Context: an optimization exercise on an open-source flow, tuned for small area, a short achievable clock period and few clock cycles per item. The choices shown serve that exercise and are no tape-out recipe.
In this exercise RTL edits were held to simulation tests only and were not proved equivalent to the original.

**flow/constraint.sdc**
```tcl
create_clock -name core_clock -period 19.0 [get_ports {clk}]
set_input_delay 3.8000 -clock core_clock [delete_from_list [all_inputs] [get_ports {clk}]]
set_output_delay 3.8000 -clock core_clock [all_outputs]
set_load 0.01 [all_outputs]
```
**flow/design.v**
```verilog
module mdx_sample_alu (
    input  wire        clk,
    input  wire        rst_n,       
    input  wire        in_valid,
    output wire        in_ready,
    input  wire [1:0]  in_op,
    input  wire [31:0] in_a,
    input  wire [31:0] in_b,
    input  wire [31:0] in_c,
    output wire        out_valid,
    input  wire        out_ready,
    output wire [31:0] out_data
);
    localparam [31:0] QNAN = 32'h7FC00000;
    localparam [1:0] OP_WIN  = 2'd0;
    localparam [1:0] OP_IFR  = 2'd1;
    localparam [1:0] OP_NORM = 2'd2;
    localparam [1:0] OP_ADD  = 2'd3;
    localparam integer DK = 3;
    localparam integer DN = 9;
    localparam integer DI = DK * DN;
    function [31:0] rnd_pack;
        input        s;
        input [9:0]  e;
        input [26:0] m;
        input        st;
        reg          inc;
        reg   [30:0] pk;
        begin
            inc = m[2] & (m[1] | m[0] | st | m[3]);
            pk  = {(m[26] ? e[7:0] : 8'd0), m[25:3]} + {30'd0, inc};
            if (!e[9] && (e[8] || e[7:0] == 8'hFF))
                rnd_pack = {s, 8'hFF, 23'd0};
            else
                rnd_pack = {s, pk};
        end
    endfunction
    function [4:0] lzc27;
        input [26:0] v;
        integer i;
        begin
            lzc27 = 5'd27;
            for (i = 0; i < 27; i = i + 1)
                if (v[i]) lzc27 = 26 - i;
        end
    endfunction
    reg         s0_v;
    reg  [1:0]  op;
    reg  [31:0] ra, rb, rc;
    reg         hida, hidb;        
    reg  [6:0]  k;                 
    reg         scaled;            
    reg         sp;                
    reg  [4:0]  sh;                
    reg         dv_run;
    reg  [3:0]  dv_cnt;
    reg  [24:0] dv_rem;
    reg  [DI-1:0] dv_q;
    reg         t_v;
    reg  [31:0] rt, rcc;
    reg         t_add;
    reg         o_v;
    reg  [31:0] ro;
    assign out_valid = o_v;
    assign out_data  = ro;
    wire [7:0]  a_ef = ra[30:23];
    wire [7:0]  b_ef = rb[30:23];
    wire        a_fz = (ra[22:0] == 23'd0);
    wire        b_fz = (rb[22:0] == 23'd0);
    wire        a_e0 = (a_ef == 8'd0) & ~hida;
    wire        b_e0 = (b_ef == 8'd0) & ~hidb;
    wire        a_sub  = a_e0 & ~a_fz;
    wire        b_sub  = b_e0 & ~b_fz;
    wire        a_zero = a_e0 & a_fz;
    wire        b_zero = b_e0 & b_fz;
    wire        a_emax = (a_ef == 8'hFF);
    wire        b_emax = (b_ef == 8'hFF);
    wire        a_inf  = a_emax & a_fz;
    wire        b_inf  = b_emax & b_fz;
    wire        a_nan  = a_emax & ~a_fz;
    wire        b_nan  = b_emax & ~b_fz;
    wire        is_div  = (op == OP_NORM);
    wire        is_ifr  = (op == OP_IFR);
    wire        b_small = (b_ef <= 8'd12) & ~b_zero;
    wire        scl_pass = is_ifr & ~scaled & b_small;
    wire        ifr_fast = is_ifr & ~scaled & ~b_small;
    wire        x_const = scl_pass | (op == OP_ADD);
    wire        a_used  = ~x_const;
    wire        norm_a = a_used & a_sub;
    wire        norm_b = ~norm_a & b_sub;
    wire        normalising = norm_a | norm_b;
    wire [9:0]  a_ee = {2'b00, a_ef} | {9'd0, (a_ef == 8'd0)};
    wire [9:0]  b_ee = {2'b00, b_ef} | {9'd0, (b_ef == 8'd0)};
    wire [9:0]  k_se = {{3{k[6]}}, k};
    wire        x_s  = x_const ? 1'b0 : ra[31];
    wire [23:0] x_m  = x_const ? 24'h800000 : {~a_e0, ra[22:0]};
    wire [9:0]  x_e  = scl_pass ? 10'd115 : (op == OP_ADD) ? 10'd127 : a_ee;
    wire        x_zero = ~x_const & a_zero;
    wire        x_inf  = ~x_const & a_inf;
    wire        x_nan  = ~x_const & a_nan;
    wire [23:0] y_m  = {~b_e0, rb[22:0]};
    wire [9:0]  y_e  = ifr_fast ? (b_ee - 10'd12) : b_ee;
    wire        m_s  = x_s ^ rb[31];
    wire [9:0]  m_e  = x_e + y_e - 10'd126 - k_se;
    wire        m_nan  = x_nan | b_nan | (x_inf & b_zero) | (x_zero & b_inf);
    wire        m_inf  = x_inf | b_inf;
    wire        m_zero = x_zero | b_zero;
    wire        m_spec = m_nan | m_inf | m_zero;
    wire [31:0] m_spv  = m_nan ? QNAN : m_inf ? {m_s, 8'hFF, 23'd0} : {m_s, 31'd0};
    wire [47:0] prod = x_m * y_m;
    wire [27:0] m_w  = {prod[47:21], prod[20] | (prod[19:0] != 20'd0)};
    wire [9:0]  d_e  = a_ee - b_ee + 10'd127 - k_se;    
    wire        d_nan  = a_nan | b_nan | (a_inf & b_inf) | (a_zero & b_zero);
    wire        d_inf  = a_inf | b_zero;
    wire        d_zero = a_zero | b_inf;
    wire        d_spec = d_nan | d_inf | d_zero;
    wire        d_s    = ra[31] ^ rb[31];
    wire [31:0] d_spv  = d_nan ? QNAN : d_inf ? {d_s, 8'hFF, 23'd0} : {d_s, 31'd0};
    wire [23:0] dv_d = {1'b1, rb[22:0]};
    reg  [24:0] dv_r;
    reg  [25:0] dv_df;
    reg  [DK-1:0] dv_qb;
    integer j;
    always @* begin
        dv_r = dv_run ? dv_rem : {1'b0, 1'b1, ra[22:0]};
        for (j = DK - 1; j >= 0; j = j - 1) begin
            dv_df    = {1'b0, dv_r} - {2'b00, dv_d};
            dv_qb[j] = ~dv_df[25];
            if (!dv_df[25]) dv_r = dv_df[24:0];
            dv_r = {dv_r[23:0], 1'b0};
        end
    end
    wire        dv_last = dv_run & (dv_cnt == DN - 1);
    reg         dv_done;
    wire [DI+26:0] dv_qx = {dv_q, 27'd0};
    wire [27:0] d_w = {dv_qx[DI+26:DI], (dv_qx[DI-1:0] != 0) | (dv_rem != 25'd0)};
    wire        r_fromt = sp;
    wire        r_div   = is_div;
    wire [27:0] r_w  = r_fromt ? rt[27:0] : r_div ? d_w : m_w;
    wire [9:0]  r_e0 = r_div ? d_e : m_e;
    wire        r_s  = r_div ? d_s : m_s;
    wire        r_top = r_w[27];
    wire [26:0] r_m  = (r_fromt | r_top) ? r_w[27:1] : r_w[26:0];
    wire        r_st = (r_fromt | r_top) ? r_w[0] : 1'b0;
    wire [9:0]  r_e  = r_fromt ? 10'd1 : r_top ? r_e0 : (r_e0 - 10'd1);
    wire [31:0] r_val = rnd_pack(r_s, r_e, r_m, r_st);
    wire        r_low = r_e0[9] | (r_e0[8:1] == 8'd0);       
    wire [9:0]  r_shn = 10'd1 - r_e0;
    wire [4:0]  r_shc = (r_shn[9:5] != 5'd0) ? 5'd31 : r_shn[4:0];
    wire        o_free = ~o_v | out_ready;
    wire        t_free = ~t_v | o_free;
    wire        spec  = is_div ? d_spec : m_spec;
    wire        mul_ok = ~is_div & ~normalising & ~sp & (m_spec | ~r_low);
    wire        div_ok = is_div & ~normalising & ~sp & (d_spec | (dv_done & ~r_low));
    wire        sp_ok  = sp & (sh == 5'd0);
    wire        res_ok = mul_ok | div_ok | sp_ok;
    wire [31:0] res_v  = (~sp & spec) ? (is_div ? d_spv : m_spv) : r_val;
    wire        to_rb  = scl_pass;
    wire        sp_go  = s0_v & ~sp & ~normalising & ~t_v &
                         (is_div ? (~d_spec & dv_done & r_low) : (~m_spec & r_low));
    wire        s0_done = s0_v & res_ok & ~to_rb & t_free;
    assign in_ready = ~s0_v | s0_done;
    always @(posedge clk) begin
        if (!rst_n) begin
            s0_v   <= 1'b0;
            t_v    <= 1'b0;
            o_v    <= 1'b0;
            sp     <= 1'b0;
            dv_run <= 1'b0;
            dv_done <= 1'b0;
        end else begin
            if (t_v & o_free) begin
                o_v <= 1'b1;
            end else if (out_ready) begin
                o_v <= 1'b0;
            end
            if (s0_done) begin
                t_v <= 1'b1;
            end else if (o_free) begin
                t_v <= 1'b0;
            end
            if (in_valid & in_ready) begin
                s0_v   <= 1'b1;
            end else if (s0_done) begin
                s0_v   <= 1'b0;
            end
            if (s0_v & ~sp & ~normalising & is_div & ~d_spec & ~dv_done) begin
                dv_run <= 1'b1;
                dv_cnt <= dv_run ? dv_cnt + 4'd1 : 4'd1;
                if (DN == 1 || dv_last) begin
                    dv_run  <= 1'b0;
                    dv_done <= 1'b1;
                end
            end
            if (s0_done | (sp_ok & to_rb)) begin
                dv_done <= 1'b0;
            end
            if (sp_go) begin
                sp <= 1'b1;
            end else if (sp_ok & (to_rb | t_free)) begin
                sp <= 1'b0;
            end
        end
        if (t_v & o_free)
            ro <= t_add ? fadd(rcc, rt) : rt;
        if (s0_done) begin
            rt    <= res_v;
            rcc   <= rc;
            t_add <= (op == OP_IFR) | (op == OP_ADD);
        end else if (sp_go) begin
            rt    <= {4'd0, r_w};
            sh    <= r_shc;
        end else if (sp & ~sp_ok) begin
            rt[27:0] <= {1'b0, rt[27:2], rt[1] | rt[0]};
            sh       <= sh - 5'd1;
        end
        if (in_valid & in_ready) begin
            op     <= in_op;
            ra     <= in_a;
            rb     <= in_b;
            rc     <= (in_op == OP_ADD) ? in_a : in_c;
            hida   <= 1'b0;
            hidb   <= 1'b0;
            k      <= 7'd0;
            scaled <= 1'b0;
        end else if (s0_v & ~sp & norm_a) begin
            ra[22:0] <= {ra[21:0], 1'b0};
            hida     <= ra[22];
            k        <= k + 7'd1;
        end else if (s0_v & ~sp & norm_b) begin
            rb[22:0] <= {rb[21:0], 1'b0};
            hidb     <= rb[22];
            k        <= is_div ? k - 7'd1 : k + 7'd1;
        end else if (s0_v & to_rb & ((~sp & mul_ok) | sp_ok)) begin
            rb     <= res_v;
            hidb   <= 1'b0;
            k      <= 7'd0;
            scaled <= 1'b1;
        end
        if (s0_v & ~sp & ~normalising & is_div & ~dv_done) begin
            dv_rem <= dv_r;
            dv_q   <= dv_run ? {dv_q[DI-DK-1:0], dv_qb} : {{(DI-DK){1'b0}}, dv_qb};
        end
    end
    function [31:0] fadd;
        input [31:0] x;
        input [31:0] y;
        reg          xz, yz, xn, yn, xi, yi, swp;
        reg   [31:0] bx, sx;
        reg   [7:0]  eb, es, d;
        reg   [23:0] mb, ms;
        reg   [26:0] xa, xb, xs;
        reg          stk;
        reg   [27:0] sum;
        reg   [4:0]  lz, nsh;
        reg   [26:0] mn;
        reg   [9:0]  e;
        integer i;
        begin
            xz = (x[30:0] == 31'd0);
            yz = (y[30:0] == 31'd0);
            xi = (x[30:23] == 8'hFF) & (x[22:0] == 23'd0);
            yi = (y[30:23] == 8'hFF) & (y[22:0] == 23'd0);
            xn = (x[30:23] == 8'hFF) & (x[22:0] != 23'd0);
            yn = (y[30:23] == 8'hFF) & (y[22:0] != 23'd0);
            swp = (y[30:0] > x[30:0]);
            bx  = swp ? y : x;
            sx  = swp ? x : y;
            eb  = (bx[30:23] == 8'd0) ? 8'd1 : bx[30:23];
            es  = (sx[30:23] == 8'd0) ? 8'd1 : sx[30:23];
            mb  = {(bx[30:23] != 8'd0), bx[22:0]};
            ms  = {(sx[30:23] != 8'd0), sx[22:0]};
            d   = eb - es;
            xa  = {mb, 3'b000};
            xb  = {ms, 3'b000};
            if (d > 8'd26) begin
                xs  = 27'd0;
                stk = 1'b1;
            end else begin
                xs  = xb >> d;
                stk = 1'b0;
                for (i = 0; i < 27; i = i + 1)
                    if (i < d && xb[i]) stk = 1'b1;
            end
            xs[0] = xs[0] | stk;
            if (bx[31] == sx[31])
                sum = {1'b0, xa} + {1'b0, xs};
            else
                sum = {1'b0, xa} - {1'b0, xs};
            lz  = lzc27(sum[26:0]);
            nsh = ({3'd0, lz} < eb) ? lz : (eb[4:0] - 5'd1);
            mn  = sum[26:0] << nsh;
            e   = {2'b00, eb} - {5'd0, nsh};
            if (xn | yn | (xi & yi & (x[31] != y[31])))
                fadd = QNAN;
            else if (xi)
                fadd = x;
            else if (yi)
                fadd = y;
            else if (xz & yz)
                fadd = {x[31] & y[31], 31'd0};
            else if (xz)
                fadd = y;
            else if (yz)
                fadd = x;
            else if (sum == 28'd0)
                fadd = 32'h00000000;
            else if (sum[27])
                fadd = rnd_pack(bx[31], {2'b00, eb} + 10'd1, sum[27:1], sum[0]);
            else
                fadd = rnd_pack(bx[31], e, mn, 1'b0);
        end
    endfunction
endmodule
```
**flow/config.mk**
```make
export PLATFORM = sky130hd
export DESIGN_NAME = mdx_sample_alu
export DESIGN_NICKNAME = mdx_sample_alu
export VERILOG_FILES = /design/flow/design.v
export SDC_FILE = /design/flow/constraint.sdc
export NUM_CORES = 4
export LEC_CHECK = 0
export CAP_MARGIN = 20
export CORE_MARGIN = 2
export CORE_UTILIZATION = 40
export SLEW_MARGIN = 20
```
**flow/run.sh**
```bash
#!/bin/bash
# synth_recipe.tcl (not shown) runs the flow's synth.tcl, then flattens the netlist and writes it again
# the make line also repeats each setting of config.mk as NAME=value (left out here)
make -C /OpenROAD-flow-scripts/flow DESIGN_CONFIG=/design/flow/config.mk WORK_HOME=/design/flow/orfs CLKGATE_MAP_FILE= SYNTH_SCRIPT=/design/flow/synth_recipe.tcl finish
```
==> impl_results.md, run 1 <==
- Hold WS: 0.425 ns
- Crit path time final: about 18 ns
- EDFF count, synth: between 200 and 300
- Largest stage delay, worst path: roughly 0.7 ns
- Post-synth ARST share: 0%
- Layout cell share with drive strength beyond 1: 7.26%
- Rows: 130
- Setup slack, reg-to-reg: 0.90 ns
- Port bufs: 135
- Slew @ Worst Pin: 1.19 ns
- Remaining DRCs: 0
- RSZ-0062 raised after global routing: no
- Layout Skew: 0.0405 ns
- CP required: 19.31 ns
- Initial antenna violation count: 10
- Cell family with most CP delay: compound AO/OA/AOI/OAI gates
- Slowest stage cell, crit path: a211oi_1
- Mean Syn Cell Area: 8.22 sq um
- CTS root buf: clkbuf_16
- # nets final: 7074
- Core area: 125000 sq um
- Fin area: 54900 sq um
- Sequential area share after synthesis: between 10% and 20%
- CP Class: flip-flop to flip-flop
- Dpl hpwl: 155 mm
- Starting DRT DRC Count: 5312
- Clock Latency Late Sink: 0.60 ns
- Final setup TNS: 0 ns
- # IOs: 136
- Cts hold-fix bufs: 0
- RD Place Congestion: just over 1
- First-pass GRT wire length: 297 mm
- Final setup margin: slightly below 0.9 ns
- Number of setup violations in the final report: 0
- Most frequent cells in the layout: nand2_1, inv_1, fa_1, ha_1, nor2_1
- Die width: 359 microns
- Worst Setup Start Kind: flip-flop
- Vias in the first global route: 45929
- Worst hold path type: flip-flop to flip-flop
- WP data arrival: 18.42 ns
- Seq cells post-synth: between 200 and 300
- Achievable frequency: 0.0552 GHz
- Routed WL: 197 mm
- Area delta synth->final: 8.81%
- Critical Path Fanout Max: 23
- Top FF cell, synth: edfxtp_1
- Post-Syn Instances: 6131
- CTS tree: yes
- Avg Vias per Cell: 6.05
- Largest net degree at the start of global routing: 62
- Clk buf depth: 3
- Final Max Tran Viols: 0
- CP Capture Type: flip-flop
- Total track usage: 30.0%
- CP dominant cell by count: a21oi_1
- Routed wire length per instance: 25.4 microns
- Filler cells: 12497
- CTS Buf Count: 36
- Relative slew margins: 18.5%
- YS warnings: 1
- Total congestion overflow: 0
- Die footprint: between 100000 and 150000 sq um
- Via count: 46914
- Setup slack at placement: 1.15 ns
- Final Cycle Share: 95.3%
- Final antenna-violating net count: 0
- Area after DPL: around 53000 sq um
- Bufs and invs on worst path: 6
- Num Clock Sinks: ~270
- Die height: 359 microns
- Starting density of the core: 40.2%
- Syn_nets: 7125
- DRT Pass-1 Iters: 8
- H-tree Lvls: 2
- Post-Synthesis Cell Area: around 50000 sq um
- Most common cell after layout, fill and taps aside: nand2_1
- Final Hold Viols: 0
- Synth cell types: 128
- Reg clk slew, reported paths: roughly 0.060 ns
- Status: complete, no violations
- Maxcap violations: 0
logic make-up after synthesis:
logic type,after synthesis,synth area share (%)
multiplexers,229,5.29
adder cells (fa/ha/maj),893,29.6
buffers and inverters,1128,8.64
AO/OA/AOI/OAI,1292,17.1
XOR/XNOR,240,4.20
flip-flops,271,15.8
AND/OR/NAND/NOR,2078,19.4
layout make-up:
cell class                 count  area, sq um  share of cell area (%)
antenna                        2         5.00                 0.00912
inverter                     764         2880                    5.25
timing repair buffer         273         2430                    4.42
multi-input combinational   4734        38300                    69.7
clock inverter                24          298                   0.543
sequential                   271         7980                    14.5
tap                         1650         2060                    3.76
clock buffer                  39          955                    1.74
state kept, by name, indices dropped and copies added (netlist names), 2 cells and up:
signal and count:
dv_cnt 4, dv_q 27, dv_rem 24, k 7
op 2, ra 32, rb 32, rc 32
rcc 32, ro 32, rt 32, sh 5
metal layers:
metal / part of all wire, % / GRT usage, %
met5: 0 / 0
met4: 4.5 / 11.0
met3: 9.8 / 6.05
met2: 44 / 47.2
met1: 42 / 40.8
worst register-to-register path, delay by kind of cell (launching register included):
family	cells	cell delay (ns)
xor+xnor	2	0.41
mux	2	0.90
buf+inv	6	1.22
compound gates	19	6.78
fa+ha+maj	6	1.95
simple gates	19	6.07
flops	1	0.49
Yosys cell counts (17+ instances only):
master	n	area, sq um
a211oi_1	46	345
a21boi_0	35	263
a21o_1	46	345
a21oi_1	308	1540
a221oi_1	22	193
a22oi_1	51	383
a31oi_1	40	250
and2_1	86	538
and3_1	212	1330
buf_1	34	128
buf_2	22	110
clkbuf_1	293	1100
edfxtp_1	255	7660
fa_1	497	9950
ha_1	395	4940
inv_1	753	2830
mux2_2	116	1310
mux2i_1	91	911
mux4_2	17	383
nand2_1	868	3260
nand2b_1	32	200
nand3_1	119	596
nand4_1	48	300
nor2_1	373	1400
nor2b_1	31	194
nor3_1	128	641
nor4_1	56	350
o211ai_1	53	398
o21a_1	41	308
o21ai_0	312	1560
o21ai_1	19	95.1
o21bai_1	43	323
o221ai_1	24	210
o31ai_1	38	285
or3_1	32	200
xnor2_1	172	1510
xor2_1	66	578
worst paths after layout:
check                from       to  cells after the start
setup / recovery  rcc[29]   ro[10]                     54
hold / removal     rc[28]  rcc[28]                      0
setup reg to reg  rcc[29]   ro[10]                     54
hold reg to reg    rc[28]  rcc[28]                      0
repair_timing:
item,4_1_cts,5_1_grt
setup endpoints to repair,0,56
setup buffers,0,1
gates resized for setup,0,12
endpoints found under the hold margin,0,0
metrics by stage:
stage	util, %	instances
after global placement	42.6	7687
final	43.7	7757
after global routing	43.7	7755
after CTS	43.6	7750
after detailed placement	42.6	7687
after floorplan	-	6131
Testbench counts, summed over its fixed seeds: cycles 48,306, items 24,000.
==> inputs of run 2 (changes only) <==
--- a/flow/design.v
+++ b/flow/design.v
@@ -17,6 +17,6 @@
     localparam [1:0] OP_NORM = 2'd2;
     localparam [1:0] OP_ADD  = 2'd3;
-    localparam integer DK = 3;
-    localparam integer DN = 9;
+    localparam integer DK = 5;
+    localparam integer DN = 6;
     localparam integer DI = DK * DN;
     function [31:0] rnd_pack;
@@ -36,13 +36,4 @@
         end
     endfunction
-    function [4:0] lzc27;
-        input [26:0] v;
-        integer i;
-        begin
-            lzc27 = 5'd27;
-            for (i = 0; i < 27; i = i + 1)
-                if (v[i]) lzc27 = 26 - i;
-        end
-    endfunction
     reg         s0_v;
     reg  [1:0]  op;
@@ -55,6 +46,6 @@
     reg         dv_run;
     reg  [3:0]  dv_cnt;
-    reg  [24:0] dv_rem;
-    reg  [DI-1:0] dv_q;
+    reg  [27:0] dv_ws, dv_wc;      
+    reg  [DI-1:0] dv_qp, dv_qn;    
     reg         t_v;
     reg  [31:0] rt, rcc;
@@ -117,22 +108,37 @@
     wire        d_s    = ra[31] ^ rb[31];
     wire [31:0] d_spv  = d_nan ? QNAN : d_inf ? {d_s, 8'hFF, 23'd0} : {d_s, 31'd0};
-    wire [23:0] dv_d = {1'b1, rb[22:0]};
-    reg  [24:0] dv_r;
-    reg  [25:0] dv_df;
-    reg  [DK-1:0] dv_qb;
+    wire [27:0] dv_d2 = {3'b000, 1'b1, rb[22:0], 1'b0};
+    reg  [27:0] dv_s, dv_c, dv_s2, dv_c2, dv_m;
+    reg  [3:0]  dv_yp, dv_yg;
+    reg         dv_y3;
+    reg  [DK-1:0] dv_pb, dv_nb;
     integer j;
     always @* begin
-        dv_r = dv_run ? dv_rem : {1'b0, 1'b1, ra[22:0]};
+        dv_s = dv_run ? dv_ws : {4'b0000, 1'b1, ra[22:0]};
+        dv_c = dv_run ? dv_wc : 28'd0;
         for (j = DK - 1; j >= 0; j = j - 1) begin
-            dv_df    = {1'b0, dv_r} - {2'b00, dv_d};
-            dv_qb[j] = ~dv_df[25];
-            if (!dv_df[25]) dv_r = dv_df[24:0];
-            dv_r = {dv_r[23:0], 1'b0};
+            dv_s2 = {dv_s[26:0], 1'b0};
+            dv_c2 = {dv_c[26:0], 1'b0};
+            dv_yp = dv_s2[27:24] ^ dv_c2[27:24];
+            dv_yg = dv_s2[27:24] & dv_c2[27:24];
+            dv_y3 = dv_yp[3] ^ (dv_yg[2] | (dv_yp[2] & dv_yg[1]) |
+                                (dv_yp[2] & dv_yp[1] & dv_yg[0]));
+            dv_pb[j] = ~dv_y3;
+            dv_nb[j] = dv_y3 & ~(&dv_yp);
+            dv_m  = ({28{dv_pb[j]}} & ~dv_d2) | ({28{dv_nb[j]}} & dv_d2);
+            dv_s  = dv_s2 ^ dv_c2 ^ dv_m;
+            dv_c  = {(dv_s2[26:0] & dv_c2[26:0]) | (dv_s2[26:0] & dv_m[26:0]) |
+                     (dv_c2[26:0] & dv_m[26:0]), dv_pb[j]};
         end
     end
     wire        dv_last = dv_run & (dv_cnt == DN - 1);
     reg         dv_done;
+    wire [27:0] dv_w   = dv_ws + dv_wc;
+    wire        dv_neg = dv_w[27];
+    wire [27:0] dv_wd  = dv_w + dv_d2;
+    wire        dv_nz  = dv_neg ? (dv_wd != 28'd0) : (dv_w != 28'd0);
+    wire [DI-1:0] dv_q = dv_qp + ~dv_qn + {{(DI-1){1'b0}}, ~dv_neg};
     wire [DI+26:0] dv_qx = {dv_q, 27'd0};
-    wire [27:0] d_w = {dv_qx[DI+26:DI], (dv_qx[DI-1:0] != 0) | (dv_rem != 25'd0)};
+    wire [27:0] d_w = {dv_qx[DI+26:DI], (dv_qx[DI-1:0] != 0) | dv_nz};
     wire        r_fromt = sp;
     wire        r_div   = is_div;
@@ -239,58 +245,97 @@
         end
         if (s0_v & ~sp & ~normalising & is_div & ~dv_done) begin
-            dv_rem <= dv_r;
-            dv_q   <= dv_run ? {dv_q[DI-DK-1:0], dv_qb} : {{(DI-DK){1'b0}}, dv_qb};
+            dv_ws <= dv_s;
+            dv_wc <= dv_c;
+            dv_qp <= dv_run ? {dv_qp[DI-DK-1:0], dv_pb} : {{(DI-DK){1'b0}}, dv_pb};
+            dv_qn <= dv_run ? {dv_qn[DI-DK-1:0], dv_nb} : {{(DI-DK){1'b0}}, dv_nb};
         end
     end
+    function [4:0] tzc24;
+        input [23:0] v;
+        integer i;
+        begin
+            tzc24 = 5'd24;
+            for (i = 23; i >= 0; i = i - 1)
+                if (v[i]) tzc24 = i;
+        end
+    endfunction
+    function [4:0] lzc32;
+        input [31:0] v;
+        reg [15:0] z1; reg [15:0] c1;
+        reg [7:0]  z2; reg [15:0] c2;
+        reg [3:0]  z3; reg [11:0] c3;
+        reg [1:0]  z4; reg [7:0]  c4;
+        integer i;
+        begin
+            for (i = 0; i < 16; i = i + 1) begin
+                z1[i] = ~v[2*i+1] & ~v[2*i];
+                c1[i] = ~v[2*i+1];
+            end
+            for (i = 0; i < 8; i = i + 1) begin
+                z2[i] = z1[2*i+1] & z1[2*i];
+                c2[2*i+1 -: 2] = z1[2*i+1] ? {1'b1, c1[2*i]} : {1'b0, c1[2*i+1]};
+            end
+            for (i = 0; i < 4; i = i + 1) begin
+                z3[i] = z2[2*i+1] & z2[2*i];
+                c3[3*i+2 -: 3] = z2[2*i+1] ? {1'b1, c2[4*i+1 -: 2]} : {1'b0, c2[4*i+3 -: 2]};
+            end
+            for (i = 0; i < 2; i = i + 1) begin
+                z4[i] = z3[2*i+1] & z3[2*i];
+                c4[4*i+3 -: 4] = z3[2*i+1] ? {1'b1, c3[6*i+2 -: 3]} : {1'b0, c3[6*i+5 -: 3]};
+            end
+            lzc32 = z4[1] ? {1'b1, c4[3:0]} : {1'b0, c4[7:4]};
+        end
+    endfunction
     function [31:0] fadd;
         input [31:0] x;
         input [31:0] y;
-        reg          xz, yz, xn, yn, xi, yi, swp;
-        reg   [31:0] bx, sx;
-        reg   [7:0]  eb, es, d;
-        reg   [23:0] mb, ms;
-        reg   [26:0] xa, xb, xs;
-        reg          stk;
+        reg          hx, hy, xz, yz, xn, yn, xi, yi, swp, sub, stk, sb;
+        reg   [7:0]  exe, eye, eb, d;
+        reg   [8:0]  dxy, dyx;
+        reg   [23:0] mx, my, mb, ms;
+        reg   [4:0]  tzx, tzy, tzs, nsh;
+        reg   [26:0] xs;
         reg   [27:0] sum;
-        reg   [4:0]  lz, nsh;
+        reg   [31:0] lzv, msk;
         reg   [26:0] mn;
         reg   [9:0]  e;
-        integer i;
         begin
-            xz = (x[30:0] == 31'd0);
-            yz = (y[30:0] == 31'd0);
-            xi = (x[30:23] == 8'hFF) & (x[22:0] == 23'd0);
-            yi = (y[30:23] == 8'hFF) & (y[22:0] == 23'd0);
-            xn = (x[30:23] == 8'hFF) & (x[22:0] != 23'd0);
-            yn = (y[30:23] == 8'hFF) & (y[22:0] != 23'd0);
+            hx  = (x[30:23] != 8'd0);
+            hy  = (y[30:23] != 8'd0);
+            xz  = ~hx & (x[22:0] == 23'd0);
+            yz  = ~hy & (y[22:0] == 23'd0);
+            xi  = (x[30:23] == 8'hFF) & (x[22:0] == 23'd0);
+            yi  = (y[30:23] == 8'hFF) & (y[22:0] == 23'd0);
+            xn  = (x[30:23] == 8'hFF) & (x[22:0] != 23'd0);
+            yn  = (y[30:23] == 8'hFF) & (y[22:0] != 23'd0);
+            exe = {x[30:24], x[23] | ~hx};
+            eye = {y[30:24], y[23] | ~hy};
+            mx  = {hx, x[22:0]};
+            my  = {hy, y[22:0]};
             swp = (y[30:0] > x[30:0]);
-            bx  = swp ? y : x;
-            sx  = swp ? x : y;
-            eb  = (bx[30:23] == 8'd0) ? 8'd1 : bx[30:23];
-            es  = (sx[30:23] == 8'd0) ? 8'd1 : sx[30:23];
-            mb  = {(bx[30:23] != 8'd0), bx[22:0]};
-            ms  = {(sx[30:23] != 8'd0), sx[22:0]};
-            d   = eb - es;
-            xa  = {mb, 3'b000};
-            xb  = {ms, 3'b000};
-            if (d > 8'd26) begin
-                xs  = 27'd0;
-                stk = 1'b1;
-            end else begin
-                xs  = xb >> d;
-                stk = 1'b0;
-                for (i = 0; i < 27; i = i + 1)
-                    if (i < d && xb[i]) stk = 1'b1;
-            end
+            dxy = {1'b0, exe} - {1'b0, eye};
+            dyx = {1'b0, eye} - {1'b0, exe};
+            d   = swp ? dyx[7:0] : dxy[7:0];
+            eb  = swp ? eye : exe;
+            mb  = swp ? my : mx;
+            ms  = swp ? mx : my;
+            sb  = swp ? y[31] : x[31];
+            sub = x[31] ^ y[31];
+            tzx = tzc24(mx);
+            tzy = tzc24(my);
+            tzs = swp ? tzx : tzy;
+            stk = ({3'd0, tzs} + 8'd3 < d);
+            xs  = (d > 8'd26) ? 27'd0 : ({ms, 3'b000} >> d[4:0]);
             xs[0] = xs[0] | stk;
-            if (bx[31] == sx[31])
-                sum = {1'b0, xa} + {1'b0, xs};
+            if (sub)
+                sum = {1'b0, mb, 3'b000} - {1'b0, xs};
             else
-                sum = {1'b0, xa} - {1'b0, xs};
-            lz  = lzc27(sum[26:0]);
-            nsh = ({3'd0, lz} < eb) ? lz : (eb[4:0] - 5'd1);
+                sum = {1'b0, mb, 3'b000} + {1'b0, xs};
+            msk = (eb > 8'd27) ? 32'd0 : (32'h80000000 >> (eb[4:0] - 5'd1));
+            lzv = {sum[26:0], 5'd0} | msk | 32'd1;
+            nsh = lzc32(lzv);
             mn  = sum[26:0] << nsh;
             e   = {2'b00, eb} - {5'd0, nsh};
-            if (xn | yn | (xi & yi & (x[31] != y[31])))
+            if (xn | yn | (xi & yi & sub))
                 fadd = QNAN;
             else if (xi)
@@ -307,7 +352,7 @@
                 fadd = 32'h00000000;
             else if (sum[27])
-                fadd = rnd_pack(bx[31], {2'b00, eb} + 10'd1, sum[27:1], sum[0]);
+                fadd = rnd_pack(sb, {2'b00, eb} + 10'd1, sum[27:1], sum[0]);
             else
-                fadd = rnd_pack(bx[31], e, mn, 1'b0);
+                fadd = rnd_pack(sb, e, mn, 1'b0);
         end
     endfunction
==> run 2 against run 1 <==
Via count up 15%. Still clean on timing, DRC and antenna. Global-route usage rose by 1.4 points. Worst hold slack got worse by 0.0063 ns. Synthesized cell count up 14%. First-iteration DRC count is 25% higher. Final area grew 16%.
==> impl_results.md, run 2 <==
- Seq cells post-synth: 332 (+23%)
- First-pass GRT wire length: 352 mm (+18%)
- Routed WL: 237 mm (+20%)
- CP required: 19.49 ns (+0.18 ns)
- Crit path launch: rt[27]
- Setup slack, reg-to-reg: 3.25 ns (+2.35 ns)
- Layout cell share with drive strength beyond 1: 6.42% (-0.83 points)
- Worst hold path type: flip-flop to flip-flop
- Global Route met1 Usage: 42.6% (+1.8 points)
- DRT Pass-1 Iters: 6 (-2)
- H-tree Lvls: 2 (unchanged)
- Achievable frequency: 0.0635 GHz (+15%)
- CP Class: flip-flop to flip-flop
- # nets final: 8062 (+14%)
- Slew @ Worst Pin: 1.13 ns (-0.0607 ns)
- Starting DRT DRC Count: 6655 (+25%)
- Sequential area share after synthesis: 16.8% (+0.97 points)
- Top post-synthesis cells by count: nand2_1, inv_1, fa_1, nor2_1, ha_1
- Post-synth ARST share: 0% (unchanged)
- Starting density of the core: 40.2% (about the same)
- Status: complete, no violations
- Largest net degree at the start of global routing: 98 (+58%)
- Num Clock Sinks: 332 (+23%)
- Vias in the first global route: 53371 (+16%)
- Most common cell after layout, fill and taps aside: nand2_1
- Total congestion overflow: 0 (unchanged)
- Number of setup violations in the final report: 0 (unchanged)
- Critical Path Fanout Max: 53 (+130%)
- Remaining DRCs: 0 (unchanged)
- Reg-to-Reg Start: rt[27]
- EDFF count, synth: 316 (+24%)
- GR Layer Usage met2: 47.1% (-0.11 points)
- CTS Buf Count: 49 (+36%)
- CTS root buf: clkbuf_16
- RSZ-0062 raised after global routing: no
- Synth cell types: 125 (-2.3%)
- Mean Syn Cell Area: 8.34 sq um (+1.4%)
- Routed wire length per instance: 26.7 microns (+5.2%)
- Top FF cell, synth: edfxtp_1
- Crit path time final: 15.75 ns (-2.35 ns)
- Clk buf depth: 3 (unchanged)
- Cts hold-fix bufs: 0 (unchanged)
- Post-Syn Instances: 7008 (+14%)
- Die height: 386 microns (+7.6%)
- Final Max Tran Viols: 0 (unchanged)
- Slowest stage cell, crit path: o41ai_1
- Die footprint: 149000 sq um (+16%)
- M3 GR Usage: 7.99% (+1.9 points)
- Clock Latency Late Sink: 0.68 ns (+0.08 ns)
- Largest stage delay, worst path: 0.92 ns (+0.22 ns)
- Final Cycle Share: 82.9% (-12 points)
- Port bufs: 135 (unchanged)
- Area after DPL: 61700 sq um (+15%)
- Worst Setup Start Kind: flip-flop
- Setup Buffers After CTS: 0 (unchanged)
- Final Hold Viols: 0 (unchanged)
- Avg Vias per Cell: 6.09 (+0.74%)
- Total track usage: 31.4% (+1.4 points)
- End of the critical path: ro[13]
- Layout Skew: 0.0450 ns (+0.00453 ns)
- Maxcap violations: 0 (unchanged)
- Dpl hpwl: 183 mm (+19%)
- Most frequent cells in the layout: nand2_1, inv_1, fa_1, nor2_1, ha_1
- R2R depth: 48 (-11%)
- Die width: 386 microns (+7.6%)
- Fin area: 63400 sq um (+16%)
- # IOs: 136 (unchanged)
- CTS tree: yes
- Filler cells: 14408 (+15%)
- # resized after CTS: 0 (unchanged)
- Reg clk slew, reported paths: 0.06 ns (about the same)
- Cell with the most instances after synthesis: nand2_1
- Synth area leaders: fa_1, edfxtp_1, ha_1, nand2_1, inv_1
- Core area: 145000 sq um (+16%)
- WP data arrival: 16.24 ns (-2.18 ns)
- Layer with the highest usage: met2
- Yosys top cell area share: 21.1% (+1.4 points)
- CP Capture Type: flip-flop
- Rows: 140 (+7.7%)
- Final antenna-violating net count: 0 (unchanged)
- Area delta synth->final: 8.48%
- Initial antenna violation count: 7 (-3)
- Via count: 53999 (+15%)
- Leading area contributor after synthesis: fa_1
- Final setup TNS: 0 ns (unchanged)
- Post-Synthesis Cell Area: 58400 sq um (+16%)
- YS warnings: 1 (unchanged)
- Worst reg2reg endpoint: ro[13]
- Syn_nets: 8162 (+15%)
- RD Place Congestion: 1.01 (-1.2%)
- Relative slew margins: 23.6% (+5.1 points)
-- run 2: worst min-delay path by stage --
| stage | startpoint | endpoint | depth (start not counted) |
|---|---|---|---|
| 6_report | rc[24] | rcc[24] | 0 |
| 3_5_place_dp | rc[9] | rcc[9] | 0 |
| 4_1_cts | rc[9] | rcc[9] | 0 |
| 3_3_place_gp | rc[9] | rcc[9] | 0 |
| 2_1_floorplan | rc[0] | rcc[0] | 0 |
| 5_1_grt | rc[7] | rcc[7] | 0 |
-- run 2: kinds of logic (layout without fill, tap and decap cells) --
family	count (synthesis)	in the layout	synth area share [%]
multiplexers	223	223	4.31
AO/OA/AOI/OAI	1488	1488	16.8
buffers and inverters	1303	1240	8.54
flip-flops	332	332	16.8
XOR/XNOR	249	249	3.77
AND/OR/NAND/NOR	2360	2360	19.3
other	1	2	0.00642
adder cells (fa/ha/maj)	1052	1052	30.4
-- run 2: stage by stage --
stage | hold WS [ns] | setup WS (ns) | utilization [%] | std cells
4_1_cts | 0.422 | 3.78 | 43.6 | 8862
3_3_place_gp | 0.401 | 3.69 | 42.4 | 8774
3_5_place_dp | 0.409 | 3.85 | 42.4 | 8774
2_1_floorplan | 0.400 | 5.71 | - | 7008
5_1_grt | 0.435 | 2.55 | 43.6 | 8862
6_report | 0.418 | 3.25 | 43.6 | 8863
-- run 2: final cells by class --
| type | count | area [sq um] | share of cell area, % |
|---|---|---|---|
| diodes | 1 | 2.50 | 0.00395 |
| multi-input cells | 5373 | 43800 | 69.1 |
| inverters | 874 | 3280 | 5.18 |
| clock inverters | 38 | 433 | 0.683 |
| clock buffers | 50 | 1230 | 1.94 |
| well taps | 1917 | 2400 | 3.78 |
| flip-flops and latches | 332 | 9810 | 15.5 |
| repair buffers | 278 | 2420 | 3.83 |
-- run 2: per-layer routing --
layer | wire length, microns | share of wire, % | vias to the layer above
li1 | - | - | 23875
met1 | 97100 | 41 | 26540
met2 | 100000 | 42 | 3018
met3 | 26700 | 11 | 564
met4 | 12700 | 5.4 | 2
met5 | 13 | 0.0055 | -
-- run 2: critical path, delay by kind of cell, from the launching register on --
kind / cells / cell delay, ns
adders and majority gates: 4 / 1.71
buffers and inverters: 9 / 2.47
DFF: 1 / 0.71
muxes: 3 / 1.52
and+or+nand+nor: 11 / 2.70
AOI/OAI and AO/OA: 21 / 6.42
Testbench counts of run 2, summed over its fixed seeds: cycles 40,212, items 24,000.
==> inputs of run 3 (changes only) <==
--- a/flow/design.v
+++ b/flow/design.v
@@ -18,5 +18,5 @@
     localparam [1:0] OP_ADD  = 2'd3;
     localparam integer DK = 5;
-    localparam integer DN = 6;
+    localparam integer DN = 5;
     localparam integer DI = DK * DN;
     function [31:0] rnd_pack;
@@ -45,4 +45,5 @@
     reg  [4:0]  sh;                
     reg         dv_run;
+    reg         dv_lt;             
     reg  [3:0]  dv_cnt;
     reg  [27:0] dv_ws, dv_wc;      
@@ -101,5 +102,5 @@
     wire [47:0] prod = x_m * y_m;
     wire [27:0] m_w  = {prod[47:21], prod[20] | (prod[19:0] != 20'd0)};
-    wire [9:0]  d_e  = a_ee - b_ee + 10'd127 - k_se;    
+    wire [9:0]  d_e  = a_ee - b_ee + 10'd127 - k_se - {9'd0, dv_lt};
     wire        d_nan  = a_nan | b_nan | (a_inf & b_inf) | (a_zero & b_zero);
     wire        d_inf  = a_inf | b_zero;
@@ -115,5 +116,6 @@
     integer j;
     always @* begin
-        dv_s = dv_run ? dv_ws : {4'b0000, 1'b1, ra[22:0]};
+        dv_s = dv_run ? dv_ws : dv_lt ? {3'b000, 1'b1, ra[22:0], 1'b0}
+                                      : {4'b0000, 1'b1, ra[22:0]};
         dv_c = dv_run ? dv_wc : 28'd0;
         for (j = DK - 1; j >= 0; j = j - 1) begin
@@ -221,4 +223,10 @@
             sh       <= sh - 5'd1;
         end
+        if (in_valid & in_ready)
+            dv_lt <= (in_a[22:0] < in_b[22:0]);
+        else if (s0_v & ~sp & norm_a)
+            dv_lt <= ({ra[21:0], 1'b0} < rb[22:0]);
+        else if (s0_v & ~sp & norm_b)
+            dv_lt <= (ra[22:0] < {rb[21:0], 1'b0});
         if (in_valid & in_ready) begin
             op     <= in_op;
--- a/flow/config.mk
+++ b/flow/config.mk
@@ -8,4 +8,5 @@
 export CAP_MARGIN = 20
 export CORE_MARGIN = 2
-export CORE_UTILIZATION = 40
+export CORE_UTILIZATION = 55
+export SETUP_SLACK_MARGIN = 4
 export SLEW_MARGIN = 20
==> run 3 against run 2 <==
Worst hold slack lost 0.0026 ns. Flip-flop and latch count shrank 9. Core utilization grew 16 points. Highest routed layer unchanged. Clock-buffer cell count is the same. Global-route usage grew 7.6 points. Still clean. Area after synthesis grew 0.60%.
==> impl_results.md, run 3 <==
- Clk buf depth: 3 (unchanged)
- Initial antenna violation count: 11 (+4)
- Sequential area share after synthesis: 16.2% (-0.56 points)
- Final setup TNS: 0 ns (unchanged)
- Rows: 119 (-15%)
- Top FF cell, synth: edfxtp_1
- YS warnings: 1 (unchanged)
- Worst hold path type: flip-flop to flip-flop
- First-pass GRT wire length: 323 mm (-8.3%)
- Status: complete, no violations
- Avg Vias per Cell: 6.35 (+4.2%)
- Starting DRT DRC Count: 6213 (-6.6%)
- Cell with the most instances after synthesis: nand2_1
- EDFF count, synth: 307 (-2.8%)
- Hold path start: rc[3]
- Core area: 106000 sq um (-27%)
- Slew @ Worst Pin: 1.19 ns (+0.0557 ns)
- CTS tree: yes
- Setup slack at placement: 2.97 ns (-0.875 ns)
- Final Cycle Share: 76.4% (-6.5 points)
- Syn_nets: 8304 (+1.7%)
- CP Class: flip-flop to flip-flop
- Total congestion overflow: 0 (unchanged)
- Yosys top cell area share: 20.9% (-0.16 points)
- Relative slew margins: 20.9% (-2.7 points)
- Area after DPL: 61300 sq um (-0.65%)
- Seq cells post-synth: 323 (-2.7%)
- Crit path launch: rt[11]
- CP required: 19.29 ns (-0.20 ns)
- Reg clk slew, reported paths: 0.07 ns (about the same)
- Number of setup violations in the final report: 0 (unchanged)
- Total track usage: 39.0% (+7.6 points)
- Clock Latency Late Sink: 0.62 ns (-0.06 ns)
- Reg-to-Reg Start: rt[11]
- Area delta synth->final: 6.84%
- Num Clock Sinks: 323 (-2.7%)
- # IOs: 136 (unchanged)
- Layout Skew: 0.0306 ns (-0.0144 ns)
- RD Place Congestion: 1.03 (+1.6%)
- Slowest stage cell, crit path: edfxtp_1
- Most common cell after layout, fill and taps aside: nand2_1
- Crit path time final: 14.52 ns (-1.24 ns)
- Vias in the first global route: 52357 (-1.9%)
- Remaining DRCs: 0 (unchanged)
- CTS Buf Count: 41 (-16%)
- H-tree Lvls: 2 (unchanged)
- Final Max Tran Viols: 0 (unchanged)
- Final setup margin: 4.48 ns (+1.24 ns)
- Die width: 331 microns (-14%)
- Ant. Diodes: 0 (-1)
- CP Capture Type: flip-flop
- Mean Syn Cell Area: 8.30 sq um (-0.45%)
- Largest net degree at the start of global routing: 98 (unchanged)
- Critical Path Fanout Max: 67 (+26%)
- Synth area leaders: fa_1, edfxtp_1, ha_1, nand2_1, inv_1
- Die footprint: 109000 sq um (-27%)
- Most frequent cells in the layout: nand2_1, inv_1, fa_1, ha_1, nor2_1
- CTS root buf: clkbuf_16
- Starting density of the core: 55.7% (+15 points)
- Worst Setup Start Kind: flip-flop
- Leading area contributor after synthesis: fa_1
- Routed WL: 214 mm (-9.6%)
- Top post-synthesis cells by count: nand2_1, inv_1, fa_1, ha_1, nor2_1
- Filler cells: 9669 (-33%)
- Final Hold Viols: 0 (unchanged)
- Layout cell share with drive strength beyond 1: 6.20% (-0.23 points)
- Post-synth ARST share: 0% (unchanged)
- Port bufs: 135 (unchanged)
- WP data arrival: 14.81 ns (-1.43 ns)
- RSZ-0062 raised after global routing: no
- Synth cell types: 115 (-8.0%)
- Dpl hpwl: 169 mm (-7.9%)
- Die height: 331 microns (-14%)
- Post-Synthesis Cell Area: 58800 sq um (+0.60%)
- Post-Syn Instances: 7082 (+1.1%)
- Largest stage delay, worst path: 0.70 ns (-0.22 ns)
- DRT Pass-1 Iters: 6 (unchanged)
- Cts hold-fix bufs: 0 (unchanged)
- Routed wire length per instance: 25.6 microns (-4.4%)
- Via count: 53191 (-1.5%)
- Final antenna-violating net count: 0 (unchanged)
- Fin area: 62800 sq um (-0.93%)
- # nets final: 8180 (+1.5%)
- Maxcap violations: 0 (unchanged)
- Setup slack, reg-to-reg: 4.48 ns (+1.24 ns)
- Achievable frequency: 0.0689 GHz (+8.5%)
-- run 3: cell types whose count changed after synthesis, moves of 18 or more --
cell / before / now
nor3_1: 148 / 130
inv_1: 864 / 927
mux2i_1: 115 / 145
and3_1: 233 / 206
mux2_2: 91 / 72
nand2_1: 915 / 934
ha_1: 436 / 505
-- run 3: what timing repair did --
item	4_1_cts	5_1_grt
hold endpoints to repair	0	0
buffers inserted	0	5
gates cloned	0	1
endpoints found under the setup margin	33	71
gates resized for setup	14	29
pin swaps	0	1
-- run 3: metal layers --
layer	vias up	GRT usage (%)	part of all wire, %
met5	-	0	0.044
met1	25902	50.8	40
met3	599	7.05	9.2
met4	8	20.3	6.0
li1	23875	-	-
met2	2807	62.2	45
-- run 3: area by class of cell --
cell class                 count  area (sq um)  area share, %
clock buffer                  50          1110           1.77
clock inverter                24           189          0.301
inverter                     937          3530           5.62
multi-input combinational   5384         44300           70.5
sequential                   323          9540           15.2
tap                         1391          1740           2.77
timing repair buffer         271          2400           3.82
-- run 3: critical path: cells and delay by family, from the launching register on --
kind            cells  cell delay, ns
buf+inv             6            1.98
fa+ha+maj           4            1.39
flops               1            0.70
simple gates       19            6.06
xor+xnor            2            0.33
compound gates     16            3.64
-- run 3: stage by stage --
stage               utilization (%)  hold WS, ns  instances
floorplan                         -        0.400       7082
global placement               58.0        0.401       8300
detailed placement             58.1        0.406       8300
CTS                            59.3        0.418       8374
global route                   59.5        0.430       8380
finish                         59.5        0.416       8380
-- run 3: worst paths after layout --
path              endpoint  depth (start not counted)
hold / removal      rcc[3]                          0
setup / recovery    ro[24]                         47
hold reg to reg     rcc[3]                          0
setup reg to reg    ro[24]                         47
-- run 3: cells by family after synthesis --
group	after synthesis	share of synthesized area (%)
AO/OA/AOI/OAI	1424	15.7
XOR/XNOR	266	3.96
adder cells (fa/ha/maj)	1121	31.7
buffers and inverters	1376	8.92
flip-flops	323	16.2
multiplexers	244	4.85
other	1	0.00638
AND/OR/NAND/NOR	2327	18.7
Testbench counts of run 3, summed over its fixed seeds: cycles 37,514, items 24,000.
==> inputs of run 4 (changes only) <==
--- a/flow/design.v
+++ b/flow/design.v
@@ -42,4 +42,5 @@
     reg  [6:0]  k;                 
     reg         scaled;            
+    reg         a_hq, b_hq, xc_q, settle;
     reg         sp;                
     reg  [4:0]  sh;                
@@ -52,8 +53,19 @@
     reg  [31:0] rt, rcc;
     reg         t_add;
-    reg         o_v;
-    reg  [31:0] ro;
-    assign out_valid = o_v;
-    assign out_data  = ro;
+    reg         t_ph;              
+    localparam integer QB = 2;     
+    localparam integer QN = 1 << QB;
+    reg  [31:0] qm [0:QN-1];
+    reg  [QN-1:0] qr;              
+    reg  [QB-1:0] qh, qt;
+    reg  [QB:0] qc;
+    reg         dv_bg;             
+    reg  [22:0] dv_d;              
+    reg  [9:0]  dv_e;
+    reg         dv_sg;
+    reg         ph_alloc;          
+    reg  [QB-1:0] dv_slot;
+    assign out_valid = (qc != 0) & qr[qh];
+    assign out_data  = qm[qh];
     wire [7:0]  a_ef = ra[30:23];
     wire [7:0]  b_ef = rb[30:23];
@@ -77,5 +89,5 @@
     wire        scl_pass = is_ifr & ~scaled & b_small;
     wire        ifr_fast = is_ifr & ~scaled & ~b_small;
-    wire        x_const = scl_pass | (op == OP_ADD);
+    wire        x_const = xc_q;    
     wire        a_used  = ~x_const;
     wire        norm_a = a_used & a_sub;
@@ -86,10 +98,10 @@
     wire [9:0]  k_se = {{3{k[6]}}, k};
     wire        x_s  = x_const ? 1'b0 : ra[31];
-    wire [23:0] x_m  = x_const ? 24'h800000 : {~a_e0, ra[22:0]};
+    wire [23:0] x_m  = x_const ? 24'h800000 : {a_hq, ra[22:0]};
     wire [9:0]  x_e  = scl_pass ? 10'd115 : (op == OP_ADD) ? 10'd127 : a_ee;
     wire        x_zero = ~x_const & a_zero;
     wire        x_inf  = ~x_const & a_inf;
     wire        x_nan  = ~x_const & a_nan;
-    wire [23:0] y_m  = {~b_e0, rb[22:0]};
+    wire [23:0] y_m  = {b_hq, rb[22:0]};
     wire [9:0]  y_e  = ifr_fast ? (b_ee - 10'd12) : b_ee;
     wire        m_s  = x_s ^ rb[31];
@@ -100,5 +112,5 @@
     wire        m_spec = m_nan | m_inf | m_zero;
     wire [31:0] m_spv  = m_nan ? QNAN : m_inf ? {m_s, 8'hFF, 23'd0} : {m_s, 31'd0};
-    wire [47:0] prod = x_m * y_m;
+    wire [47:0] prod = bmul(x_m, y_m);
     wire [27:0] m_w  = {prod[47:21], prod[20] | (prod[19:0] != 20'd0)};
     wire [9:0]  d_e  = a_ee - b_ee + 10'd127 - k_se - {9'd0, dv_lt};
@@ -109,5 +121,6 @@
     wire        d_s    = ra[31] ^ rb[31];
     wire [31:0] d_spv  = d_nan ? QNAN : d_inf ? {d_s, 8'hFF, 23'd0} : {d_s, 31'd0};
-    wire [27:0] dv_d2 = {3'b000, 1'b1, rb[22:0], 1'b0};
+    wire [27:0] dv_d2 = {3'b000, 1'b1, (dv_run ? dv_d : rb[22:0]), 1'b0};
+    wire [27:0] dv_d2f = {3'b000, 1'b1, dv_d, 1'b0};
     reg  [27:0] dv_s, dv_c, dv_s2, dv_c2, dv_m;
     reg  [3:0]  dv_yp, dv_yg;
@@ -138,5 +151,5 @@
     wire [27:0] dv_w   = dv_ws + dv_wc;
     wire        dv_neg = dv_w[27];
-    wire [27:0] dv_wd  = dv_w + dv_d2;
+    wire [27:0] dv_wd  = dv_w + dv_d2f;
     wire        dv_nz  = dv_neg ? (dv_wd != 28'd0) : (dv_w != 28'd0);
     wire [DI-1:0] dv_q = dv_qp + ~dv_qn + {{(DI-1){1'b0}}, ~dv_neg};
@@ -156,52 +169,78 @@
     wire [9:0]  r_shn = 10'd1 - r_e0;
     wire [4:0]  r_shc = (r_shn[9:5] != 5'd0) ? 5'd31 : r_shn[4:0];
-    wire        o_free = ~o_v | out_ready;
-    wire        t_free = ~t_v | o_free;
+    wire [31:0] bg_val = rnd_pack(dv_sg, dv_e, d_w[27:1], d_w[0]);
+    wire        q_full = qc[QB];
+    wire        div_wr = dv_bg & dv_done & ph_alloc;
+    wire        t_push = t_v & ~q_full & ~div_wr;
+    wire        t_free = ~t_v | t_push;
+    wire        div_idle = ~dv_run & (~dv_done | div_wr);
+    wire        dv_can = s0_v & is_div & ~sp & ~normalising & ~d_spec & div_idle;
+    wire        d_norm = ~d_e[9] & (d_e != 10'd0);
+    wire        bg_go  = dv_can & d_norm & t_free;
+    wire        fg_go  = dv_can & ~d_norm;
+    wire        dv_start = bg_go | fg_go;
+    wire        fg_done = dv_done & ~dv_bg;
     wire        spec  = is_div ? d_spec : m_spec;
-    wire        mul_ok = ~is_div & ~normalising & ~sp & (m_spec | ~r_low);
-    wire        div_ok = is_div & ~normalising & ~sp & (d_spec | (dv_done & ~r_low));
+    wire        mul_ok = ~is_div & ~normalising & ~sp & ~settle & (m_spec | ~r_low);
+    wire        div_ok = is_div & ~normalising & ~sp & (d_spec | (fg_done & ~r_low));
     wire        sp_ok  = sp & (sh == 5'd0);
     wire        res_ok = mul_ok | div_ok | sp_ok;
     wire [31:0] res_v  = (~sp & spec) ? (is_div ? d_spv : m_spv) : r_val;
     wire        to_rb  = scl_pass;
-    wire        sp_go  = s0_v & ~sp & ~normalising & ~t_v &
-                         (is_div ? (~d_spec & dv_done & r_low) : (~m_spec & r_low));
+    wire        sp_go  = s0_v & ~sp & ~normalising & ~t_v & ~settle &
+                         (is_div ? (~d_spec & fg_done & r_low) : (~m_spec & r_low));
     wire        s0_done = s0_v & res_ok & ~to_rb & t_free;
-    assign in_ready = ~s0_v | s0_done;
+    wire        s0_free = s0_done | bg_go;
+    wire        q_pop = out_valid & out_ready;
+    wire [31:0] t_res = t_add ? fadd(rcc, rt) : rt;
+    assign in_ready = ~s0_v | s0_free;
     always @(posedge clk) begin
         if (!rst_n) begin
             s0_v   <= 1'b0;
             t_v    <= 1'b0;
-            o_v    <= 1'b0;
             sp     <= 1'b0;
             dv_run <= 1'b0;
             dv_done <= 1'b0;
+            dv_bg  <= 1'b0;
+            ph_alloc <= 1'b0;
+            qh     <= 0;
+            qt     <= 0;
+            qc     <= 0;
         end else begin
-            if (t_v & o_free) begin
-                o_v <= 1'b1;
-            end else if (out_ready) begin
-                o_v <= 1'b0;
-            end
-            if (s0_done) begin
+            qc <= qc + t_push - q_pop;
+            if (t_push)
+                qt <= qt + 1'b1;
+            if (q_pop)
+                qh <= qh + 1'b1;
+            if (t_push & t_ph)
+                ph_alloc <= 1'b1;
+            if (s0_free) begin
                 t_v <= 1'b1;
-            end else if (o_free) begin
+            end else if (t_push) begin
                 t_v <= 1'b0;
             end
             if (in_valid & in_ready) begin
                 s0_v   <= 1'b1;
-            end else if (s0_done) begin
+            end else if (s0_free) begin
                 s0_v   <= 1'b0;
             end
-            if (s0_v & ~sp & ~normalising & is_div & ~d_spec & ~dv_done) begin
-                dv_run <= 1'b1;
-                dv_cnt <= dv_run ? dv_cnt + 4'd1 : 4'd1;
-                if (DN == 1 || dv_last) begin
+            if ((fg_done & s0_done) | div_wr) begin
+                dv_done  <= 1'b0;
+                dv_bg    <= 1'b0;
+                ph_alloc <= 1'b0;
+            end
+            if (dv_start) begin
+                dv_bg  <= bg_go;
+                dv_run <= (DN > 1);
+                dv_cnt <= 4'd1;
+                if (DN == 1)
+                    dv_done <= 1'b1;
+            end else if (dv_run) begin
+                dv_cnt <= dv_cnt + 4'd1;
+                if (dv_last) begin
                     dv_run  <= 1'b0;
                     dv_done <= 1'b1;
                 end
             end
-            if (s0_done | (sp_ok & to_rb)) begin
-                dv_done <= 1'b0;
-            end
             if (sp_go) begin
                 sp <= 1'b1;
@@ -210,10 +249,26 @@
             end
         end
-        if (t_v & o_free)
-            ro <= t_add ? fadd(rcc, rt) : rt;
+        if (div_wr) begin
+            qm[dv_slot] <= bg_val;
+            qr[dv_slot] <= 1'b1;
+        end else if (t_push) begin
+            qm[qt] <= t_res;
+            qr[qt] <= ~t_ph;
+        end
+        if (t_push & t_ph)
+            dv_slot <= qt;
+        if (dv_start) begin
+            dv_d <= rb[22:0];
+            dv_e <= d_e;
+            dv_sg <= d_s;
+        end
         if (s0_done) begin
             rt    <= res_v;
             rcc   <= rc;
             t_add <= (op == OP_IFR) | (op == OP_ADD);
+            t_ph  <= 1'b0;
+        end else if (bg_go) begin
+            t_add <= 1'b0;
+            t_ph  <= 1'b1;
         end else if (sp_go) begin
             rt    <= {4'd0, r_w};
@@ -238,12 +293,21 @@
             k      <= 7'd0;
             scaled <= 1'b0;
+            a_hq   <= (in_a[30:23] != 8'd0);
+            b_hq   <= (in_b[30:23] != 8'd0);
+            xc_q   <= (in_op == OP_ADD) |
+                      ((in_op == OP_IFR) & (in_b[30:23] <= 8'd12) & (in_b[30:0] != 31'd0));
+            settle <= 1'b0;
         end else if (s0_v & ~sp & norm_a) begin
             ra[22:0] <= {ra[21:0], 1'b0};
             hida     <= ra[22];
+            a_hq     <= ra[22];
             k        <= k + 7'd1;
+            settle   <= 1'b0;
         end else if (s0_v & ~sp & norm_b) begin
             rb[22:0] <= {rb[21:0], 1'b0};
             hidb     <= rb[22];
+            b_hq     <= rb[22];
             k        <= is_div ? k - 7'd1 : k + 7'd1;
+            settle   <= 1'b0;
         end else if (s0_v & to_rb & ((~sp & mul_ok) | sp_ok)) begin
             rb     <= res_v;
@@ -251,6 +315,11 @@
             k      <= 7'd0;
             scaled <= 1'b1;
+            xc_q   <= 1'b0;
+            settle <= 1'b1;
+        end else if (settle) begin
+            b_hq   <= (rb[30:23] != 8'd0);
+            settle <= 1'b0;
         end
-        if (s0_v & ~sp & ~normalising & is_div & ~dv_done) begin
+        if (dv_start | dv_run) begin
             dv_ws <= dv_s;
             dv_wc <= dv_c;
@@ -259,4 +328,30 @@
         end
     end
+    function [47:0] bmul;
+        input [23:0] a;
+        input [23:0] b;
+        reg   [26:0] bb;
+        reg   [47:0] acc, ngv, kk;
+        reg   [24:0] sel;
+        reg          neg, one, two;
+        integer i;
+        begin
+            bb  = {2'b00, b, 1'b0};
+            acc = 48'd0;
+            ngv = 48'd0;
+            kk  = 48'd0;
+            for (i = 0; i < 13; i = i + 1) begin
+                neg = bb[2*i+2] & ~(bb[2*i+1] & bb[2*i]);
+                one = bb[2*i+1] ^ bb[2*i];
+                two = (bb[2*i+2] & ~bb[2*i+1] & ~bb[2*i]) |
+                      (~bb[2*i+2] & bb[2*i+1] & bb[2*i]);
+                sel = ({25{one}} & {1'b0, a}) | ({25{two}} & {a, 1'b0});
+                acc = acc + ({22'd0, ~neg, sel ^ {25{neg}}} << (2*i));
+                ngv[2*i] = neg;
+                kk  = kk - (48'd1 << (25 + 2*i));
+            end
+            bmul = acc + ngv + kk;
+        end
+    endfunction
     function [4:0] tzc24;
         input [23:0] v;
@@ -304,7 +399,6 @@
         reg   [4:0]  tzx, tzy, tzs, nsh;
         reg   [26:0] xs;
-        reg   [27:0] sum;
+        reg   [27:0] sum, mn;
         reg   [31:0] lzv, msk;
-        reg   [26:0] mn;
         reg   [9:0]  e;
         begin
@@ -340,9 +434,9 @@
             else
                 sum = {1'b0, mb, 3'b000} + {1'b0, xs};
-            msk = (eb > 8'd27) ? 32'd0 : (32'h80000000 >> (eb[4:0] - 5'd1));
-            lzv = {sum[26:0], 5'd0} | msk | 32'd1;
+            msk = (eb > 8'd27) ? 32'd0 : (32'h80000000 >> eb[4:0]);
+            lzv = {sum, 4'd0} | msk | 32'd1;
             nsh = lzc32(lzv);
-            mn  = sum[26:0] << nsh;
-            e   = {2'b00, eb} - {5'd0, nsh};
+            mn  = sum << nsh;
+            e   = {2'b00, eb} + 10'd1 - {5'd0, nsh};
             if (xn | yn | (xi & yi & sub))
                 fadd = QNAN;
@@ -359,8 +453,6 @@
             else if (sum == 28'd0)
                 fadd = 32'h00000000;
-            else if (sum[27])
-                fadd = rnd_pack(sb, {2'b00, eb} + 10'd1, sum[27:1], sum[0]);
             else
-                fadd = rnd_pack(sb, e, mn, 1'b0);
+                fadd = rnd_pack(sb, e, mn[27:1], mn[0]);
         end
     endfunction
--- a/flow/config.mk
+++ b/flow/config.mk
@@ -9,4 +9,4 @@
 export CORE_MARGIN = 2
 export CORE_UTILIZATION = 55
-export SETUP_SLACK_MARGIN = 4
+export SETUP_SLACK_MARGIN = 5
 export SLEW_MARGIN = 20
==> run 4 against run 3 <==
Clock-buffer cell count is 8 higher. Flip-flop and latch count is 151 higher. Clock skew is 0.0090 ns higher. Final area is 8.6% higher. Setup slack better by 1.0 ns. Register-to-register slack better by 1.0 ns. Global-route usage is 0.24 points higher. Non-clock buffer count is 26 higher. Wire length is 10% higher. Core utilization is 0.22 points higher.
==> impl_results.md, run 4 <==
- Status: complete, no violations
- Maxcap violations: 0 (unchanged)
- Final Hold Viols: 0 (unchanged)
- Routed wire length per instance: 27.2 microns (+6.5%)
- Reg clk slew, reported paths: 0.06 ns (about the same)
- Die footprint: 118000 sq um (+7.6%)
- Hold path start: scaled
- Final setup TNS: 0 ns (unchanged)
- Most frequent cells in the layout: inv_1, nand2_1, ha_1, edfxtp_1, nor2_1
- Dpl cells: 8565 (+3.2%)
- CTS Buf Count: 48 (+17%)
- Leading area contributor after synthesis: edfxtp_1
- Worst reg2reg endpoint: qm[1][25]
- Final Cycle Share: 71.1% (-5.3 points)
- Most common cell after layout, fill and taps aside: inv_1
- Largest net degree at the start of global routing: 79 (-19%)
- Top FF cell, synth: edfxtp_1
- Slowest stage cell, crit path: a31oi_4
- Setup slack at placement: 4.22 ns (+1.24 ns)
- Reg-to-Reg Start: rt[26]
- Core area: 114000 sq um (+8.2%)
- Port bufs: 135 (unchanged)
- Area delta synth->final: 7.72%
- Vias in the first global route: 55015 (+5.1%)
- Remaining DRCs: 0 (unchanged)
- Main combinational cell family by area after synthesis: adder cells
- RSZ-0062 raised after global routing: no
- Multiplexer share of the synthesized area: 6.66% (+1.8 points)
- Final setup margin: 5.49 ns (+1.01 ns)
- Num Clock Sinks: 474 (+47%)
- Number of setup violations in the final report: 0 (unchanged)
- R2R depth: 46 (-2.1%)
- Routed WL: 236 mm (+10%)
- Starting density of the core: 55.4% (-0.25 points)
- Clk buf depth: 3 (unchanged)
- Sequential area share after synthesis: 22.0% (+5.8 points)
- CP Capture Type: flip-flop
- Post-synth ARST share: 0% (unchanged)
- CP required: 19.32 ns (+0.03 ns)
- Total track usage: 39.3% (+0.24 points)
- Final Max Tran Viols: 0 (unchanged)
- EDFF count, synth: 446 (+45%)
- Cts hold-fix bufs: 0 (unchanged)
- # nets final: 8121 (-0.72%)
- First-pass GRT wire length: 352 mm (+9.0%)
- Synth cell types: 121 (+5.2%)
- Worst Setup Start Kind: flip-flop
- RD Place Congestion: 1.04 (+1.8%)
- Total congestion overflow: 0 (unchanged)
- Worst hold path type: flip-flop to flip-flop
- Largest stage delay, worst path: 0.67 ns (-0.03 ns)
- Layout Skew: 0.0396 ns (+0.00904 ns)
- Clock Latency Late Sink: 0.64 ns (+0.02 ns)
- Mean Syn Cell Area: 8.80 sq um (+6.0%)
- Synth Area in Compound Gates: 19.2% (+3.5 points)
- YS warnings: 1 (unchanged)
- Layout cell share with drive strength beyond 1: 7.76% (+1.6 points)
- Post-Synth XOR/XNOR Area: 7.37% (+3.4 points)
- Post-Synthesis Cell Area: 63300 sq um (+7.7%)
- Slew @ Worst Pin: 1.24 ns (+0.0532 ns)
- DRT Pass-1 Iters: 15 (+9)
- CTS root buf: clkbuf_16
- Avg Vias per Cell: 6.66 (+5.0%)
[run 4: changes by cell type in the layout (fill, tap and decap cells not counted), sizes merged, moves of 53 or more]
cell / delta
nand2: -311
and3: -146
inv: -264
fa: -234
o21ai: +53
xnor2: +139
nor3: +61
xor2: +125
a22oi: +270
edfxtp: +139
mux2i: +77
[run 4: final cells by class]
type                    count  area [sq um]
clock inverters            32           395
diodes                      4          10.0
flip-flops and latches    474         14000
multi-input cells        5613         45500
repair buffers            297          2590
well taps                1512          1890
clock buffers              58          1240
fillers                 10164         46000
inverters                 676          2540
[run 4: how the worst max path moves through the flow]
stage | endpoint | slack, ns | cells past startpoint
floorplan | qm[0][17] | 6.91 | 64
global placement | qm[0][17] | 4.32 | 51
detailed placement | qm[2][17] | 4.22 | 52
CTS | qm[1][25] | 5.00 | 46
global route | qm[1][17] | 4.99 | 56
finish | qm[1][25] | 5.49 | 46
[run 4: what timing repair did]
action,in CTS,in global routing
setup endpoints to repair,120,125
cloned,0,0
setup buffers,2,5
resized for setup,5,31
pin swaps,1,3
[run 4: worst max-delay path, delay by kind of cell (launching register included)]
family          cells  cell delay (ns)
compound gates     18             5.13
simple gates       13             4.11
fa+ha+maj           4             1.16
buf+inv             7             1.07
mux                 3             0.96
flops               1             0.54
xor+xnor            1             0.16
[run 4: per-layer routing]
layer | vias to the layer above | part of all wire (%) | global-route usage [%] | routed length, microns
li1 | 25637 | - | - | -
met1 | 28205 | 39 | 52.3 | 92600
met2 | 3284 | 45 | 61.7 | 106000
met3 | 623 | 10 | 7.35 | 23800
met4 | 6 | 5.9 | 18.8 | 14000
met5 | - | 0.018 | 0 | 42
[run 4: cell families (layout without fill, tap and decap cells)]
family,after synthesis,in the layout
buffers and inverters,1105,1063
AND/OR/NAND/NOR,2010,2010
adder cells (fa/ha/maj),909,909
flip-flops,474,474
other,1,5
XOR/XNOR,530,530
multiplexers,340,340
AO/OA/AOI/OAI,1823,1823
[run 4: metrics by stage]
stage          hold WS (ns)  area (sq um)
6_report              0.491         68200
5_1_grt               0.489         68200
4_1_cts               0.459         68000
3_5_place_dp          0.451         66300
3_3_place_gp          0.433         66300
2_1_floorplan         0.400         63300
Testbench counts of run 4, summed over its fixed seeds: cycles 30,069, items 24,000.

==> what the ideal ports hide <==
The results above use ideal ports. As a check the final layouts listed here were re-extracted and re-timed, cells and wires unchanged.
Step 1 (the two cells are an assumption about what drives the block):
set clk [get_ports {clk}]
set_driving_cell -lib_cell sky130_fd_sc_hd__clkbuf_16 $clk
set_driving_cell -lib_cell sky130_fd_sc_hd__buf_2 [delete_from_list [all_inputs] $clk]
Step 2 moves the port delays by t, midway between the first and last clock arrival at a register: inputs arrive t later, outputs are due t later. That takes back most of the time a late clock gives input paths.
Three values: no drivers, after step 1, after step 2; two values: the first two.
| run | t (ns) | slack for setup (ns) | clock arrival spread, ns | pins driven straight from the clock port |
|---|---|---|---|---|
| run 1 | 0.647 | 0.895 / 0.895 / 0.895 | 0.041 / 0.041 | 1 |
| run 2 | 0.732 | 3.245 / 3.245 / 3.245 | 0.046 / 0.045 | 1 |
| run 3 | 0.692 | 4.481 / 4.481 / 4.481 | 0.031 / 0.031 | 1 |
| run 4 | 0.689 | 5.493 / 5.493 / 5.493 | 0.040 / 0.039 | 1 |
After both steps every run listed still meets setup and hold.
